From an optimization exercise on the open Yosys and OpenROAD flow, aimed at small area, a short achievable clock period and few clock cycles per item; shortcuts taken in it are not production practice. In this exercise RTL edits were held to simulation tests only and were not proved equivalent to the original.

**design.v**
```verilog
module librm_cke (
    input  wire         clk,
    input  wire         rst,           
    input  wire         cmd_valid,
    output wire         cmd_ready,
    input  wire [31:0]  cmd_word,      
    input  wire [3:0]   cmd_len,       
    input  wire [223:0] cmd_ops,       
    output reg          rsp_valid,
    output reg  [31:0]  rsp_word,
    output reg  [255:0] rsp_data       
);
    localparam [7:0] OPC_RDST   = 8'h02;
    localparam [7:0] OPC_CLRST  = 8'h03;
    localparam [7:0] OPC_KCFG   = 8'h20;
    localparam [7:0] OPC_MECFWD = 8'h21;
    localparam [7:0] OPC_SWFWD  = 8'h22;
    localparam [7:0] OPC_SWFWDA = 8'h23;
    localparam [7:0] OPC_OMFWD  = 8'h24;
    localparam [7:0] OPC_OMINV  = 8'h25;
    localparam [7:0] OPC_KRD    = 8'h26;
    localparam [3:0] RC_OK       = 4'd0;
    localparam [3:0] RC_ILLEGAL  = 4'd1;
    localparam [3:0] RC_CONSTR   = 4'd2;
    localparam [3:0] RC_NOTCONST = 4'd3;
    localparam signed [33:0] D45  = 34'sd2949120;
    localparam signed [33:0] D90  = 34'sd5898240;
    localparam signed [33:0] D180 = 34'sd11796480;
    localparam signed [33:0] MAX32 = 34'sd2147483647;
    localparam signed [33:0] MIN32 = -34'sd2147483648;
    localparam integer CORDIC_N = 22;    
    localparam integer ISQRT_N  = 32;    
    localparam integer DIV_N    = 50;    
    localparam [3:0] S_IDLE   = 4'd0;
    localparam [3:0] S_CHECK  = 4'd1;
    localparam [3:0] S_MULT   = 4'd2;    
    localparam [3:0] S_LIN    = 4'd3;    
    localparam [3:0] S_MODV   = 4'd4;    
    localparam [3:0] S_SQX    = 4'd5;    
    localparam [3:0] S_SQY    = 4'd6;    
    localparam [3:0] S_SQRT   = 4'd7;    
    localparam [3:0] S_CINIT  = 4'd8;    
    localparam [3:0] S_CITER  = 4'd9;    
    localparam [3:0] S_CFIN   = 4'd10;   
    localparam [3:0] S_DIV    = 4'd11;   
    localparam [3:0] S_DIVFIN = 4'd12;
    localparam [3:0] S_SWDONE = 4'd13;
    function [31:0] sat32;
        input signed [65:0] z;
        begin
            if (z > $signed({{32{1'b0}}, MAX32}))      sat32 = 32'h7FFFFFFF;
            else if (z < $signed({{32{1'b1}}, MIN32})) sat32 = 32'h80000000;
            else                                       sat32 = z[31:0];
        end
    endfunction
    function is_sat32;
        input signed [65:0] z;
        begin
            is_sat32 = (z > $signed({{32{1'b0}}, MAX32})) || (z < $signed({{32{1'b1}}, MIN32}));
        end
    endfunction
    function [33:0] atan_tab;    
        input [4:0] i;
        begin
            case (i)
                5'd0:  atan_tab = 34'd754974720;
                5'd1:  atan_tab = 34'd445687602;
                5'd2:  atan_tab = 34'd235489088;
                5'd3:  atan_tab = 34'd119537938;
                5'd4:  atan_tab = 34'd60000934;
                5'd5:  atan_tab = 34'd30029717;
                5'd6:  atan_tab = 34'd15018523;
                5'd7:  atan_tab = 34'd7509720;
                5'd8:  atan_tab = 34'd3754917;
                5'd9:  atan_tab = 34'd1877466;
                5'd10: atan_tab = 34'd938734;
                5'd11: atan_tab = 34'd469367;
                5'd12: atan_tab = 34'd234684;
                5'd13: atan_tab = 34'd117342;
                5'd14: atan_tab = 34'd58671;
                5'd15: atan_tab = 34'd29335;
                5'd16: atan_tab = 34'd14668;
                5'd17: atan_tab = 34'd7334;
                5'd18: atan_tab = 34'd3667;
                5'd19: atan_tab = 34'd1833;
                5'd20: atan_tab = 34'd917;
                5'd21: atan_tab = 34'd458;
                default: atan_tab = 34'd0;
            endcase
        end
    endfunction
    reg  [1:0]  ktype;           
    reg  [31:0] kk;
    reg  [31:0] kspd [0:3];
    reg  [31:0] kang [0:3];
    reg  [3:0]  status_hi;       
    reg  [3:0]  state;
    reg  [31:0] word_r;
    reg  [3:0]  len_r;
    reg  [31:0] opw [1:7];
    reg  [31:0] t_r;
    reg         ksat_r;
    reg  [1:0]  mod_i;
    reg  [31:0] mx, my;          
    reg  [63:0] sq_n;            
    reg  [63:0] sq_res;
    reg  [63:0] sq_bit;
    reg  [5:0]  cnt;
    reg  signed [35:0] cx, cy;
    reg  signed [33:0] cz;
    reg  [49:0] dv_num;          
    reg  [34:0] dv_rem;
    reg         dv_neg;
    wire [7:0]  opc = word_r[31:24];
    wire [7:0]  idx = word_r[23:16];
    wire [15:0] imm = word_r[15:0];
    integer k;
    assign cmd_ready = (state == S_IDLE);
    reg  signed [31:0] mul_a, mul_b;
    wire signed [63:0] mul_p = mul_a * mul_b;
    always @(*) begin
        case (state)
            S_CHECK: begin mul_a = opw[1];   mul_b = 32'sd46341; end
            S_MULT:  begin mul_a = opw[3];   mul_b = kk;         end
            S_SQX:   begin mul_a = mx;       mul_b = mx;         end
            default: begin mul_a = my;       mul_b = my;         end
        endcase
    end
    wire signed [63:0] mul_q  = (mul_p < 0) ? ((mul_p + 64'sd65535) >>> 16) : (mul_p >>> 16);
    wire [31:0]        fx_res = sat32({{2{mul_q[63]}}, mul_q});
    wire               fx_sat = is_sat32({{2{mul_q[63]}}, mul_q});
    reg        known;
    reg [3:0]  exp_len;
    reg        fields_bad;
    reg [1:0]  op_type;           
    always @(*) begin
        known      = 1'b1;
        exp_len    = 4'd1;
        fields_bad = 1'b0;
        op_type    = 2'd0;
        case (opc)
            OPC_RDST:   begin exp_len = 4'd1; fields_bad = (idx != 0) || (imm != 0); end
            OPC_CLRST:  begin exp_len = 4'd1; fields_bad = (idx != 0) || (imm[15:8] != 0); end
            OPC_KCFG:   begin exp_len = 4'd3; fields_bad = (imm != 0); end
            OPC_MECFWD: begin exp_len = 4'd4; fields_bad = (idx != 0) || (imm != 0); op_type = 2'd1; end
            OPC_SWFWD:  begin exp_len = 4'd4; fields_bad = (idx != 0) || (imm != 0); op_type = 2'd2; end
            OPC_SWFWDA: begin exp_len = 4'd8; fields_bad = (idx != 0) || (imm != 0); op_type = 2'd2; end
            OPC_OMFWD:  begin exp_len = 4'd4; fields_bad = (idx != 0) || (imm != 0); op_type = 2'd3; end
            OPC_OMINV:  begin exp_len = 4'd5; fields_bad = (idx != 0) || (imm != 0); op_type = 2'd3; end
            OPC_KRD:    begin exp_len = 4'd1; fields_bad = (idx != 0) || (imm != 0); end
            default:    known = 1'b0;
        endcase
    end
    wire kcfg_g1_bad = (opc == OPC_KCFG) && (idx == 8'd2 || idx == 8'd3) && (opw[2] != 0);
    wire illegal     = !known || (len_r != exp_len) || fields_bad || kcfg_g1_bad;
    wire signed [33:0] vx = {{2{opw[1][31]}}, opw[1]};
    wire signed [33:0] vy = {{2{opw[2][31]}}, opw[2]};
    wire signed [33:0] tt = {{2{t_r[31]}},   t_r};
    reg signed [33:0] lin [0:3];
    always @(*) begin
        if (ktype == 2'd1) begin
            lin[0] = vx - vy - tt;
            lin[1] = vx + vy + tt;
            lin[2] = vx + vy - tt;
            lin[3] = vx - vy + tt;
        end else begin
            lin[0] =  vy + tt;
            lin[1] = -vy + tt;
            lin[2] = -vx + tt;
            lin[3] =  vx + tt;
        end
    end
    wire signed [33:0] mvx_s = mod_i[0] ? (vx + tt) : (vx - tt);
    wire signed [33:0] mvy_s = mod_i[1] ? (vy - tt) : (vy + tt);
    wire [64:0] sq_trial = {1'b0, sq_res} + {1'b0, sq_bit};
    wire        sq_ge    = {1'b0, sq_n} >= sq_trial;
    wire        x_neg = mx[31];
    wire        y_neg = my[31];
    wire [32:0] ax    = x_neg ? (33'd0 - {1'b1, mx}) : {1'b0, mx};
    wire [32:0] ay    = y_neg ? (33'd0 - {1'b1, my}) : {1'b0, my};
    wire [32:0] amax  = ax | ay;
    reg [5:0] norm_sh;
    always @(*) begin
        norm_sh = 6'd0;
        for (k = 0; k < 32; k = k + 1)
            if (amax[k]) norm_sh = 6'd31 - k[5:0];
    end
    wire [35:0] cx0 = {3'b000, ax} << norm_sh;
    wire [35:0] cy0 = {3'b000, ay} << norm_sh;
    wire signed [35:0] cx_sh = cx >>> cnt;
    wire signed [35:0] cy_sh = cy >>> cnt;
    wire signed [33:0] c_at  = $signed(atan_tab(cnt[4:0]));
    wire signed [33:0] cz_rnd = (cz + 34'sd128) >>> 8;
    reg  signed [33:0] theta;         
    reg  signed [33:0] ang;           
    always @(*) begin
        if (my == 0)
            theta = 34'sd0;
        else if (mx == 0)
            theta = D90;
        else if (ax == ay)
            theta = D45;
        else if (cz_rnd < 34'sd1)
            theta = 34'sd1;
        else if (cz_rnd > D90 - 34'sd1)
            theta = D90 - 34'sd1;
        else
            theta = cz_rnd;
        case ({x_neg, y_neg})
            2'b00: ang = theta;
            2'b01: ang = -theta;
            2'b10: ang = D180 - theta;
            default: ang = theta - D180;
        endcase
    end
    wire signed [33:0] cur_i   = {{2{opw[4 + mod_i][31]}}, opw[4 + mod_i]};
    localparam signed [35:0] W180 = 36'sd11796480;
    localparam signed [35:0] W90  = 36'sd5898240;
    wire signed [35:0] ang_w   = ang;
    wire signed [35:0] cur_w   = cur_i;
    wire signed [35:0] wr_u    = W180 - (ang_w - cur_w) + 36'sd2359296000;   
    wire [19:0]        wr_deg  = wr_u[35:16] % 20'd360;
    wire signed [35:0] wr_mod  = {11'd0, wr_deg[8:0], wr_u[15:0]};
    wire signed [35:0] wr_d    = W180 - wr_mod;
    wire               reverse = (opc == OPC_SWFWDA) && ((wr_d > W90) || (wr_d < -W90));
    wire signed [33:0] ang_rev = (ang > 0) ? (ang - D180) : (ang + D180);
    wire [31:0]        spd_mag = (sq_res > 64'd2147483647) ? 32'h7FFFFFFF : sq_res[31:0];
    wire               spd_sat = (sq_res > 64'd2147483647);
    wire signed [34:0] om_sum = {{3{opw[1][31]}}, opw[1]} + {{3{opw[2][31]}}, opw[2]}
                              + {{3{opw[3][31]}}, opw[3]} + {{3{opw[4][31]}}, opw[4]};
    wire [34:0]        om_abs = om_sum[34] ? (35'd0 - om_sum) : om_sum;
    wire signed [33:0] om_dx  = {{2{opw[4][31]}}, opw[4]} - {{2{opw[3][31]}}, opw[3]};  
    wire signed [33:0] om_dy  = {{2{opw[1][31]}}, opw[1]} - {{2{opw[2][31]}}, opw[2]};  
    wire signed [33:0] om_vx  = (om_dx + {33'd0, om_dx[33]}) >>> 1;    
    wire signed [33:0] om_vy  = (om_dy + {33'd0, om_dy[33]}) >>> 1;
    wire [34:0]        dv_div = {1'b0, kk, 2'b00};
    wire [35:0]        dv_try = {dv_rem, dv_num[49]} - {1'b0, dv_div};
    task respond;
        input [3:0] code;
        input       ksat;
        input [3:0] sub;
        begin
            rsp_valid <= 1'b1;
            rsp_word  <= {20'd0, sub, 2'b00, ksat, 1'b0, code};
            state     <= S_IDLE;
            if (code == RC_ILLEGAL)  status_hi[1] <= 1'b1;
            if (code == RC_CONSTR)   status_hi[2] <= 1'b1;
            if (code == RC_NOTCONST) status_hi[3] <= 1'b1;
            if (ksat)                status_hi[0] <= 1'b1;
        end
    endtask
    always @(posedge clk) begin
        if (rst) begin
            state     <= S_IDLE;
            rsp_valid <= 1'b0;
            rsp_word  <= 32'd0;
            rsp_data  <= 256'd0;
            ktype     <= 2'd0;
            kk        <= 32'd0;
            status_hi <= 4'd0;
            for (k = 0; k < 4; k = k + 1) begin
                kspd[k] <= 32'd0;
                kang[k] <= 32'd0;
            end
        end else begin
            rsp_valid <= 1'b0;
            case (state)
                S_IDLE: begin
                    if (cmd_valid) begin
                        word_r <= cmd_word;
                        len_r  <= cmd_len;
                        for (k = 1; k < 8; k = k + 1)
                            opw[k] <= cmd_ops[32*k-1 -: 32];
                        state  <= S_CHECK;
                    end
                end
                S_CHECK: begin
                    rsp_data <= 256'd0;
                    ksat_r   <= 1'b0;
                    if (illegal) begin
                        respond(RC_ILLEGAL, 1'b0, 4'd0);
                    end else begin
                        case (opc)
                            OPC_RDST: begin
                                rsp_data[31:0] <= {24'd0, status_hi, 4'd0};
                                respond(RC_OK, 1'b0, 4'd0);
                            end
                            OPC_CLRST: begin
                                status_hi <= status_hi & ~imm[7:4];
                                rsp_valid <= 1'b1;
                                rsp_word  <= 32'd0;
                                state     <= S_IDLE;
                            end
                            OPC_KCFG: begin
                                if (idx == 8'd0 || idx > 8'd3)
                                    respond(RC_CONSTR, 1'b0, 4'd7);
                                else if (ktype != 2'd0)
                                    respond(RC_CONSTR, 1'b0, 4'd9);
                                else if ($signed(opw[1]) <= 0 || (idx == 8'd1 && $signed(opw[2]) <= 0))
                                    respond(RC_CONSTR, 1'b0, 4'd8);
                                else begin
                                    ktype <= idx[1:0];
                                    if (idx == 8'd1)
                                        kk <= (opw[1] >> 1) + (opw[2] >> 1);    
                                    else if (idx == 8'd2)
                                        kk <= fx_res;
                                    else
                                        kk <= opw[1];
                                    respond(RC_OK, 1'b0, 4'd0);
                                end
                            end
                            OPC_KRD: begin
                                if (ktype == 2'd0)
                                    respond(RC_NOTCONST, 1'b0, 4'd0);
                                else begin
                                    for (k = 0; k < 4; k = k + 1) begin
                                        rsp_data[32*k +: 32]       <= kspd[k];
                                        rsp_data[128 + 32*k +: 32] <= kang[k];
                                    end
                                    respond(RC_OK, 1'b0, 4'd0);
                                end
                            end
                            default: begin    
                                if (ktype != op_type)
                                    respond(RC_NOTCONST, 1'b0, 4'd0);
                                else if (opc == OPC_OMINV) begin
                                    dv_neg <= om_sum[34];
                                    dv_num <= {om_abs[33:0], 16'd0};
                                    dv_rem <= 35'd0;
                                    cnt    <= 6'd0;
                                    state  <= S_DIV;
                                end else
                                    state <= S_MULT;
                            end
                        endcase
                    end
                end
                S_MULT: begin
                    t_r    <= fx_res;
                    ksat_r <= fx_sat;
                    mod_i  <= 2'd0;
                    state  <= (ktype == 2'd2) ? S_MODV : S_LIN;
                end
                S_LIN: begin
                    for (k = 0; k < 4; k = k + 1) begin
                        kspd[k]              <= sat32({{32{lin[k][33]}}, lin[k]});
                        rsp_data[32*k +: 32] <= sat32({{32{lin[k][33]}}, lin[k]});
                    end
                    respond(RC_OK, ksat_r | is_sat32({{32{lin[0][33]}}, lin[0]})
                                          | is_sat32({{32{lin[1][33]}}, lin[1]})
                                          | is_sat32({{32{lin[2][33]}}, lin[2]})
                                          | is_sat32({{32{lin[3][33]}}, lin[3]}), 4'd0);
                end
                S_MODV: begin
                    mx     <= sat32({{32{mvx_s[33]}}, mvx_s});
                    my     <= sat32({{32{mvy_s[33]}}, mvy_s});
                    ksat_r <= ksat_r | is_sat32({{32{mvx_s[33]}}, mvx_s})
                                     | is_sat32({{32{mvy_s[33]}}, mvy_s});
                    state  <= S_SQX;
                end
                S_SQX: begin
                    if (mx == 0 && my == 0) begin
                        kspd[mod_i] <= 32'd0;
                        state       <= S_SWDONE;
                    end else begin
                        sq_n  <= mul_p;
                        state <= S_SQY;
                    end
                end
                S_SQY: begin
                    sq_n   <= sq_n + mul_p;
                    sq_res <= 64'd0;
                    sq_bit <= 64'h4000000000000000;
                    cnt    <= 6'd0;
                    state  <= S_SQRT;
                end
                S_SQRT: begin
                    if (sq_ge) begin
                        sq_n   <= sq_n - sq_trial[63:0];
                        sq_res <= (sq_res >> 1) + sq_bit;
                    end else begin
                        sq_res <= sq_res >> 1;
                    end
                    sq_bit <= sq_bit >> 2;
                    cnt    <= cnt + 6'd1;
                    if (cnt == ISQRT_N - 1)
                        state <= S_CINIT;
                end
                S_CINIT: begin
                    cx    <= $signed(cx0);
                    cy    <= $signed(cy0);
                    cz    <= 34'sd0;
                    cnt   <= 6'd0;
                    state <= S_CITER;
                end
                S_CITER: begin
                    if (!cy[35]) begin
                        cx <= cx + cy_sh;
                        cy <= cy - cx_sh;
                        cz <= cz + c_at;
                    end else begin
                        cx <= cx - cy_sh;
                        cy <= cy + cx_sh;
                        cz <= cz - c_at;
                    end
                    cnt <= cnt + 6'd1;
                    if (cnt == CORDIC_N - 1)
                        state <= S_CFIN;
                end
                S_CFIN: begin
                    ksat_r <= ksat_r | spd_sat;
                    if (reverse) begin
                        kspd[mod_i] <= 32'd0 - spd_mag;
                        kang[mod_i] <= ang_rev[31:0];
                    end else begin
                        kspd[mod_i] <= spd_mag;
                        kang[mod_i] <= ang[31:0];
                    end
                    state <= S_SWDONE;
                end
                S_SWDONE: begin
                    if (mod_i == 2'd3) begin
                        for (k = 0; k < 4; k = k + 1) begin
                            rsp_data[32*k +: 32]       <= kspd[k];
                            rsp_data[128 + 32*k +: 32] <= kang[k];
                        end
                        respond(RC_OK, ksat_r, 4'd0);
                    end else begin
                        mod_i <= mod_i + 2'd1;
                        state <= S_MODV;
                    end
                end
                S_DIV: begin
                    if (!dv_try[35]) begin
                        dv_rem <= dv_try[34:0];
                        dv_num <= {dv_num[48:0], 1'b1};
                    end else begin
                        dv_rem <= {dv_rem[33:0], dv_num[49]};
                        dv_num <= {dv_num[48:0], 1'b0};
                    end
                    cnt <= cnt + 6'd1;
                    if (cnt == DIV_N - 1)
                        state <= S_DIVFIN;
                end
                S_DIVFIN: begin
                    rsp_data[31:0]  <= om_vx[31:0];
                    rsp_data[63:32] <= om_vy[31:0];
                    if (dv_neg) begin
                        if (dv_num > 50'd2147483648) begin
                            rsp_data[95:64] <= 32'h80000000;
                            respond(RC_OK, 1'b1, 4'd0);
                        end else begin
                            rsp_data[95:64] <= 32'd0 - dv_num[31:0];
                            respond(RC_OK, 1'b0, 4'd0);
                        end
                    end else begin
                        if (dv_num > 50'd2147483647) begin
                            rsp_data[95:64] <= 32'h7FFFFFFF;
                            respond(RC_OK, 1'b1, 4'd0);
                        end else begin
                            rsp_data[95:64] <= dv_num[31:0];
                            respond(RC_OK, 1'b0, 4'd0);
                        end
                    end
                end
                default: state <= S_IDLE;
            endcase
        end
    end
endmodule
```
**run.sh**
```bash
#!/bin/bash
# synth_recipe.tcl (not shown) runs the flow's synth.tcl, then flattens the netlist and writes it again
# the make line also repeats each setting of config.mk as NAME=value (left out here)
make -C /OpenROAD-flow-scripts/flow DESIGN_CONFIG=/design/flow/config.mk WORK_HOME=/design/flow/orfs CLKGATE_MAP_FILE= SYNTH_SCRIPT=/design/flow/synth_recipe.tcl finish
```
**config.mk**
```make
export PLATFORM = sky130hd
export DESIGN_NAME = librm_cke
export DESIGN_NICKNAME = librm_cke
export VERILOG_FILES = /design/flow/design.v
export SDC_FILE = /design/flow/constraint.sdc
export NUM_CORES = 4
export LEC_CHECK = 0
export ABC_CLOCK_PERIOD_IN_PS = 20000
export CAP_MARGIN = 20
export CORE_MARGIN = 2
export CORE_UTILIZATION = 35
export SLEW_MARGIN = 20
```
**constraint.sdc**
```tcl
create_clock -name core_clock -period 25.0 [get_ports {clk}]
set_input_delay 5.0000 -clock core_clock [delete_from_list [all_inputs] [get_ports {clk}]]
set_output_delay 5.0000 -clock core_clock [all_outputs]
set_load 0.01 [all_outputs]
```
==> impl_metrics.json <==
{
  "cts_tree": "done",
  "wl_met1_um": 240000,
  "fillers": 42400,
  "synth_cell_types": 136,
  "critPathBufInv": 9,
  "cts_resized": 0,
  "setup_viol": 0,
  "postCtsHoldBufs": 0,
  "io_buffers": 527,
  "dieArea_um2": 427000,
  "end_kind": "flip-flop",
  "dr.pass1.iters": 9,
  "syn_avg_cell_area_um2": 8.63,
  "critPathTopFamily": "compound AO/OA/AOI/OAI gates",
  "grt_pass1_wl_um": 887000,
  "status": "timing/DRC/antenna clean",
  "synth_enable_flop_cells": 973,
  "setup_tns_ps": 0,
  "cts_max_path_buffers": 4,
  "row_count": 238,
  "antenna_left": 0,
  "min_period_ps": 23190,
  "ys_warn_count": 35,
  "path_max_fanout": 32,
  "syn_area_um2": 148000,
  "drive_gt1_frac": 0.0563,
  "core_um2": 420000,
  "avgRoutedWirePerCell_um": 26.9,
  "yosys.area.top_type": "edfxtp_1",
  "cpMaxStageDelayCell": "o311ai_0",
  "fin_cells": 23000,
  "hold_violations": 0,
  "wl_um": 619000,
  "syn_inst": 17100,
  "cts.sinks": 1308,
  "synth_top_area_frac": 0.198,
  "post-dp-hpwl_um": 490000,
  "crit_arrival_ps": 23910,
  "hold_class": "reg -> reg",
  "grt_pass1_vias": 125000,
  "die_y_um": 653,
  "clkLatencyLatePin_ps": 910,
  "slowest_delay_ps": 730,
  "ys_ff_latch": 1308,
  "slew_headroom": 0.151,
  "grt_max_degree": 176,
  "top_layer": "met5",
  "initial_core_util": 0.351,
  "ys_seq_area_frac": 0.244,
  "cts_made_buffers": 158,
  "gp_congestion": 1.04,
  "dp.cells": 22600,
  "overflow": 0,
  "worstPathRequired_ps": 25720,
  "met2_length_um": 270000,
  "htreeDepth": 4,
  "nNetsFinal": 19700,
  "synth_area_leaders": "edfxtp_1, fa_1, ha_1",
  "area_growth_pct": 11.6,
  "multi_input_area_um2": 102000,
  "cts.clk_slew.worst_paths_ps": 60,
  "start_kind": "flip-flop",
  "timing.final.crit_share": 0.928,
  "die_w_um": 653,
  "synth-main-ff-cell": "edfxtp_1",
  "drt-initial-drc-count": 15100,
  "fmax_mhz": 43.1,
  "seq_area_um2": 35900,
  "whs_ps": 457,
  "grt_usage": 0.282,
  "synthArstFlopShare": 0,
  "skew_ps": 97.0,
  "route.met3.wl_um": 63800,
  "rsz0062_at_grt": "no",
  "drv_slew": 0,
  "drv_cap": 0,
  "grt_antenna_before_repair": 83,
  "post_cts_buffers": 0,
  "via_count": 131000,
  "viasPerCell": 5.71,
  "drc": 0,
  "ios": 553,
  "critPathKind": "reg -> reg",
  "worstMarginPinSlew_ps": 1260,
  "cts_root_buf": "clkbuf_16"
}
-- cell usage in the layout (no fill, tap or decap), types with 128 or more instances in the layout --
cell type and count:
nand2_1 1896, nor2_1 1788, inv_1 1684, fa_1 1165
a21oi_1 1150, ha_1 1075, edfxtp_1 973, xnor2_1 834
o21ai_0 746, clkdlybuf4s50_1 526, xor2_1 397, buf_4 340
dfxtp_1 334, a21o_1 292, o21bai_1 274, mux2i_1 263
nor3_1 253, a22oi_1 245, nand3_1 226, clkbuf_16 161
a211oi_1 150, and3_1 146, a31oi_1 139, and2_1 131
nand2b_1 128
-- worst paths after layout --
| kind | cells past startpoint | end | slack (ps) | startpoint |
|---|---|---|---|---|
| max | 78 | kspd[0][25] | 1810 | mx[0] |
| max reg2reg | 78 | kspd[0][25] | 1810 | mx[0] |
| min | 2 | rsp_word[8] | 460 | rsp_word[8] |
| min reg2reg | 2 | rsp_word[8] | 460 | rsp_word[8] |
-- cells in the mapped netlist, types with 245 or more instances --
cell and instances:
fa_1 1167, o21ai_0 755, o21bai_1 275, clkbuf_1 792, inv_1 1685, edfxtp_1 973
dfxtp_1 335, a22oi_1 245, a21oi_1 1155, nor2_1 1801, a21o_1 292, xnor2_1 845
nor3_1 260, ha_1 1078, mux2i_1 264, nand2_1 1914, xor2_1 404
-- metal layers --
layer,GRT usage,vias to the layer above
met3,0.0723,1428
met5,0,-
met1,0.357,64300
met4,0.175,20
met2,0.431,6549
li1,-,59000
-- logic make-up (layout without fill, tap and decap cells) --
group                    Yosys count  count (layout)  synth area share
AND/OR/NAND/NOR                 5204            5204             0.155
XOR/XNOR                        1253            1253            0.0746
AO/OA/AOI/OAI                   4082            4082             0.179
buffers and inverters           2654            2858            0.0701
flip-flops                      1308            1308             0.244
multiplexers                     344             344            0.0268
other                              2             147         0.0000509
adder cells (fa/ha/maj)         2250            2250             0.250
-- sequential cells by signal, indices dropped and copies added, names as in the netlist, 34 cells and up --
name	flops
cy	36
kspd	128
opw	224
dv_rem	35
cx	36
sq_res	64
cz	34
sq_n	64
rsp_data	256
dv_num	50
kang	128
-- worst min-delay path: stages, from the launching register on --
cell and delay [ps]:
dfxtp_1 310, nand2_1 50, a21oi_1 50
-- cell type report --
cell class | instances | share of cell area
diodes | 120 | 0.00182
multi-input cells | 13200 | 0.619
clock inverters | 71 | 0.00475
clock buffers | 215 | 0.0268
repair buffers | 874 | 0.0482
well taps | 5520 | 0.0420
flip-flops and latches | 1308 | 0.218
inverters | 1698 | 0.0387
-- per-stage QoR --
step / area [um2] / utilization / setup slack (ps)
after floorplan: 148000 / - / 6740
after global placement: 159000 / 0.379 / 1950
after detailed placement: 159000 / 0.379 / 1870
after CTS: 164000 / 0.391 / 1760
after global routing: 164000 / 0.392 / 282
final: 165000 / 0.392 / 1810
Testbench counts, summed over its fixed seeds: cycles 110,871, ops 996.

[re-timing with driven ports]
In the flow no input, the clock included, has a driving cell. The finished layout below was timed again as built, in two steps.
Step 1 (the two cells are an assumption about what drives the block):
set clk [get_ports {clk}]
set_driving_cell -lib_cell sky130_fd_sc_hd__clkbuf_16 $clk
set_driving_cell -lib_cell sky130_fd_sc_hd__buf_2 [delete_from_list [all_inputs] $clk]
Step 2, shift: input delay + t, output delay - t, t = (earliest + latest rising clock arrival at the registers) / 2. This alone moves slack from input paths to output paths.
Three values: ideal, step 1, step 2; two values: the first two.
t, ns: 0.982
setup WS [ns]: 1.812 / 1.812 / 1.812
clock arrival spread, ns: 0.097 / 0.097
After both steps this run still meets setup and hold. The setup slack of this run moves by 0.000 ns with the drivers and by 0.000 ns with both steps.
